This design comes from an exercise in tuning for small area and few clock cycles on the open sky130 flow, not from production work. Function was checked by simulation only, so behaviour that the tests miss may differ from the original. Power and IR drop assume default switching activity.

Design nf5_stream, start of the top module:
module nf5_stream (
    input  wire        clk,
    input  wire        rst,
    input  wire        cfg_we,
    input  wire [15:0] cfg_port,
    input  wire        frm_valid,
    output wire        frm_ready,
    input  wire [1:0]  frm_entry,
    input  wire [15:0] frm_len,
    input  wire        in_valid,
    output wire        in_ready,
    input  wire [7:0]  in_data,
    output wire        rec_valid,
    output wire [31:0] rec_src_addr,
    output wire [31:0] rec_dst_addr,
    output wire [31:0] rec_next_hop,
    output wire [15:0] rec_input_if,
    output wire [15:0] rec_output_if,
    output wire [31:0] rec_packets,
    output wire [31:0] rec_octets,
    output wire [31:0] rec_first_ms,
    output wire [31:0] rec_last_ms,
    output wire [15:0] rec_src_port,
    output wire [15:0] rec_dst_port,
    output wire [7:0]  rec_tcp_flags,
    output wire [7:0]  rec_protocol,
    output wire [7:0]  rec_tos,
    output wire [15:0] rec_src_as,
    output wire [15:0] rec_dst_as,
    output wire [7:0]  rec_src_mask,
    output wire [7:0]  rec_dst_mask,
    output wire        done,
    output reg  [3:0]  status,
    output reg  [2:0]  err_stage,
    output wire [31:0] err_a,
    output wire [31:0] err_b,
    output wire [31:0] err_c,
    output wire [15:0] hdr_count,
    output wire [31:0] hdr_sys_uptime_ms,
    output wire [31:0] hdr_unix_secs,
    output wire [31:0] hdr_unix_nsecs,
    output wire [31:0] hdr_flow_seq,
    output wire [7:0]  hdr_engine_type,
    output wire [7:0]  hdr_engine_id,
    output wire [15:0] hdr_sampling_interval,
    output wire [63:0] boot_time_ns
);
Size: ~650 flip-flops, roughly 750 I/O pins, about 0.025 sq mm of cells after synthesis.
Settings: LEC_CHECK=0, CAP_MARGIN=5, CORE_MARGIN=2, CORE_UTILIZATION=50, PLACE_DENSITY=0.7, SLEW_MARGIN=5; clock period 11.0 ns.
standard.sh (not shown) runs the stock make flow with config.mk's settings and CLKGATE_MAP_FILE= SYNTH_SCRIPT=/design/flow/synth_recipe.tcl, a recipe that flattens the netlist after the stock synthesis.
==> flow/flow/run.sh <==
#!/bin/bash
set -euo pipefail
W=$(pwd)
export BUFFER_PORTS_ARGS="-buffer_cell sky130_fd_sc_hd__buf_1"
export SKIP_REPAIR_TIE_FANOUT=1
export REMOVE_ABC_BUFFERS=1
export SYNTH_OPERATIONS_ARGS="-extra-map $W/flow/lcu_ripple.v"
export CTS_ARGS="-sink_clustering_enable -repair_clock_nets -dont_use_dummy_load -buf_list sky130_fd_sc_hd__clkbuf_4 -sink_clustering_size 10 -sink_clustering_max_diameter 40"
{
  head -n 1 synth_recipe.tcl
  cat <<EOT
proc abc {args} {
  set i [lsearch \$args -script]
  if {\$i >= 0} { set args [lreplace \$args [expr {\$i + 1}] [expr {\$i + 1}] $W/flow/abc_area.script] }
  yosys abc {*}\$args
}
EOT
  tail -n +2 synth_recipe.tcl
} > area_synth.tcl
sed "s#SYNTH_SCRIPT=[^ ]*#SYNTH_SCRIPT=$W/area_synth.tcl ADDER_MAP_FILE=#" standard.sh > area_standard.sh
grep -q "SYNTH_SCRIPT=$W/area_synth.tcl ADDER_MAP_FILE= " area_standard.sh
bash area_standard.sh > standard.log 2>&1
==> flow/flow/abc_area.script <==
strash
dc2
dch -f
amap
strash
dc2
dch -f
amap
strash
dc2
dch -f
amap
==> flow/flow/lcu_ripple.v <==
// Ripple-carry implementation of yosys's $lcu (carry look-ahead unit), for an
// area-oriented synthesis: CO[i] = G[i] | (P[i] & CO[i-1]), CO[-1] = CI.
(* techmap_celltype = "$lcu" *)
module _lcu_ripple (P, G, CI, CO);
    parameter WIDTH = 2;
    (* force_downto *)
    input [WIDTH-1:0] P, G;
    input CI;
    (* force_downto *)
    output [WIDTH-1:0] CO;
    wire [WIDTH:0] c;
    assign c[0] = CI;
    genvar i;
    generate
        for (i = 0; i < WIDTH; i = i + 1) begin : stage
            assign c[i+1] = G[i] | (P[i] & c[i]);
        end
    endgenerate
    assign CO = c[WIDTH:1];
endmodule
The first run completed without violations.
Testbench counts at the start, summed over its fixed seeds: cycles 148,380.
Next try:
--- a/flow/flow/run.sh
+++ b/flow/flow/run.sh
@@ -5,5 +5,4 @@
 export SKIP_REPAIR_TIE_FANOUT=1
-export REMOVE_ABC_BUFFERS=1
 export SYNTH_OPERATIONS_ARGS="-extra-map $W/flow/lcu_ripple.v"
-export CTS_ARGS="-sink_clustering_enable -repair_clock_nets -dont_use_dummy_load -buf_list sky130_fd_sc_hd__clkbuf_4 -sink_clustering_size 10 -sink_clustering_max_diameter 40"
+export CTS_ARGS="-sink_clustering_enable -repair_clock_nets -dont_use_dummy_load -buf_list sky130_fd_sc_hd__clkbuf_4 -sink_clustering_size 9 -sink_clustering_max_diameter 35"
 {
Outcome: The changed run produced a clean layout. Wire length climbs by 6.1%. Non-clock buffer count shrinks by 1. Hold slack is better by 41 ps. Clock skew went down by 12 ps. Die area does not change. Sequential power stays flat. Design area is higher by 0.56%. Final cell count climbs by 0.49%.


nf5_stream, a different RTL version from the one above (not shown whole).
Size: about 650 flip-flops, roughly 750 I/O pins.
clock: 11.0 ns
lec_check: 0
cap_margin: 5
core_margin: 2
core_utilization: 50
place_density: 0.7
slew_margin: 5
==> flow/flow/run.sh <==
#!/bin/bash
set -euo pipefail
W=$(pwd)
export BUFFER_PORTS_ARGS="-buffer_cell sky130_fd_sc_hd__buf_1"
export SKIP_REPAIR_TIE_FANOUT=1
export CTS_ARGS="-sink_clustering_enable -repair_clock_nets -dont_use_dummy_load -buf_list sky130_fd_sc_hd__clkbuf_4 -sink_clustering_size 9 -sink_clustering_max_diameter 35"
{
  head -n 1 synth_recipe.tcl
  cat <<EOT
proc abc {args} {
  set i [lsearch \$args -script]
  if {\$i >= 0} { set args [lreplace \$args [expr {\$i + 1}] [expr {\$i + 1}] $W/flow/abc_area.script] }
  yosys abc {*}\$args
}
EOT
  tail -n +2 synth_recipe.tcl
} > area_synth.tcl
sed "s#SYNTH_SCRIPT=[^ ]*#SYNTH_SCRIPT=$W/area_synth.tcl ADDER_MAP_FILE=#" standard.sh > area_standard.sh
grep -q "SYNTH_SCRIPT=$W/area_synth.tcl ADDER_MAP_FILE= " area_standard.sh
bash area_standard.sh > standard.log 2>&1
Scripts as last shown in full above: flow/flow/abc_area.script
Testbench counts at the start, summed over its fixed seeds: cycles 148,380.
Rerun with:
--- a/flow/flow/run.sh
+++ b/flow/flow/run.sh
@@ -17,4 +17,4 @@
 } > area_synth.tcl
-sed "s#SYNTH_SCRIPT=[^ ]*#SYNTH_SCRIPT=$W/area_synth.tcl ADDER_MAP_FILE=#" standard.sh > area_standard.sh
-grep -q "SYNTH_SCRIPT=$W/area_synth.tcl ADDER_MAP_FILE= " area_standard.sh
+sed "s#SYNTH_SCRIPT=[^ ]*#SYNTH_SCRIPT=$W/area_synth.tcl#" standard.sh > area_standard.sh
+grep -q "SYNTH_SCRIPT=$W/area_synth.tcl" area_standard.sh
 bash area_standard.sh > standard.log 2>&1
==> flow/flow/abc_area.script (replaced) <==
strash
dc2
dch -f
amap
What happened:
- routed wire length goes up by a few percent
- die area went up by a few percent
- worst hold slack loses 0.023 ns
- worst setup slack improves by 0.26 ns
- via count goes up by a few percent
- clock-buffer cell count climbs by 5
- synthesized cell count went up by a few percent
- cell area grows by a few percent

## port drivers added, routing unchanged
In the flow no input, the clock included, has a driving cell. The finished layouts below were timed again as built, in two steps.
Step 1 (the two cells are an assumption about what drives the block):
set clk [get_ports {clk}]
set_driving_cell -lib_cell sky130_fd_sc_hd__clkbuf_16 $clk
set_driving_cell -lib_cell sky130_fd_sc_hd__buf_2 [delete_from_list [all_inputs] $clk]
Step 2 times the ports against the registers' clock, not the clock port: input delays grow and output delays shrink by t, the midpoint of the rising clock arrivals with the driver on.
a / b / c = ideal / step 1 / step 2; a / b = the first two.
run	t (ns)	slack for setup (ns)	clock arrival spread, ns	pins driven straight from the clock port
the first run of note 1	0.856	1.910 / 1.910 / 1.910	0.106 / 0.107	1
the second run of note 1	0.889	1.939 / 1.939 / 1.939	0.095 / 0.095	1
the first run of note 2	0.871	2.050 / 2.050 / 2.050	0.113 / 0.113	1
the second run of note 2	0.879	2.314 / 2.314 / 2.314	0.132 / 0.133	1
After both steps setup and hold are still met in every run listed.
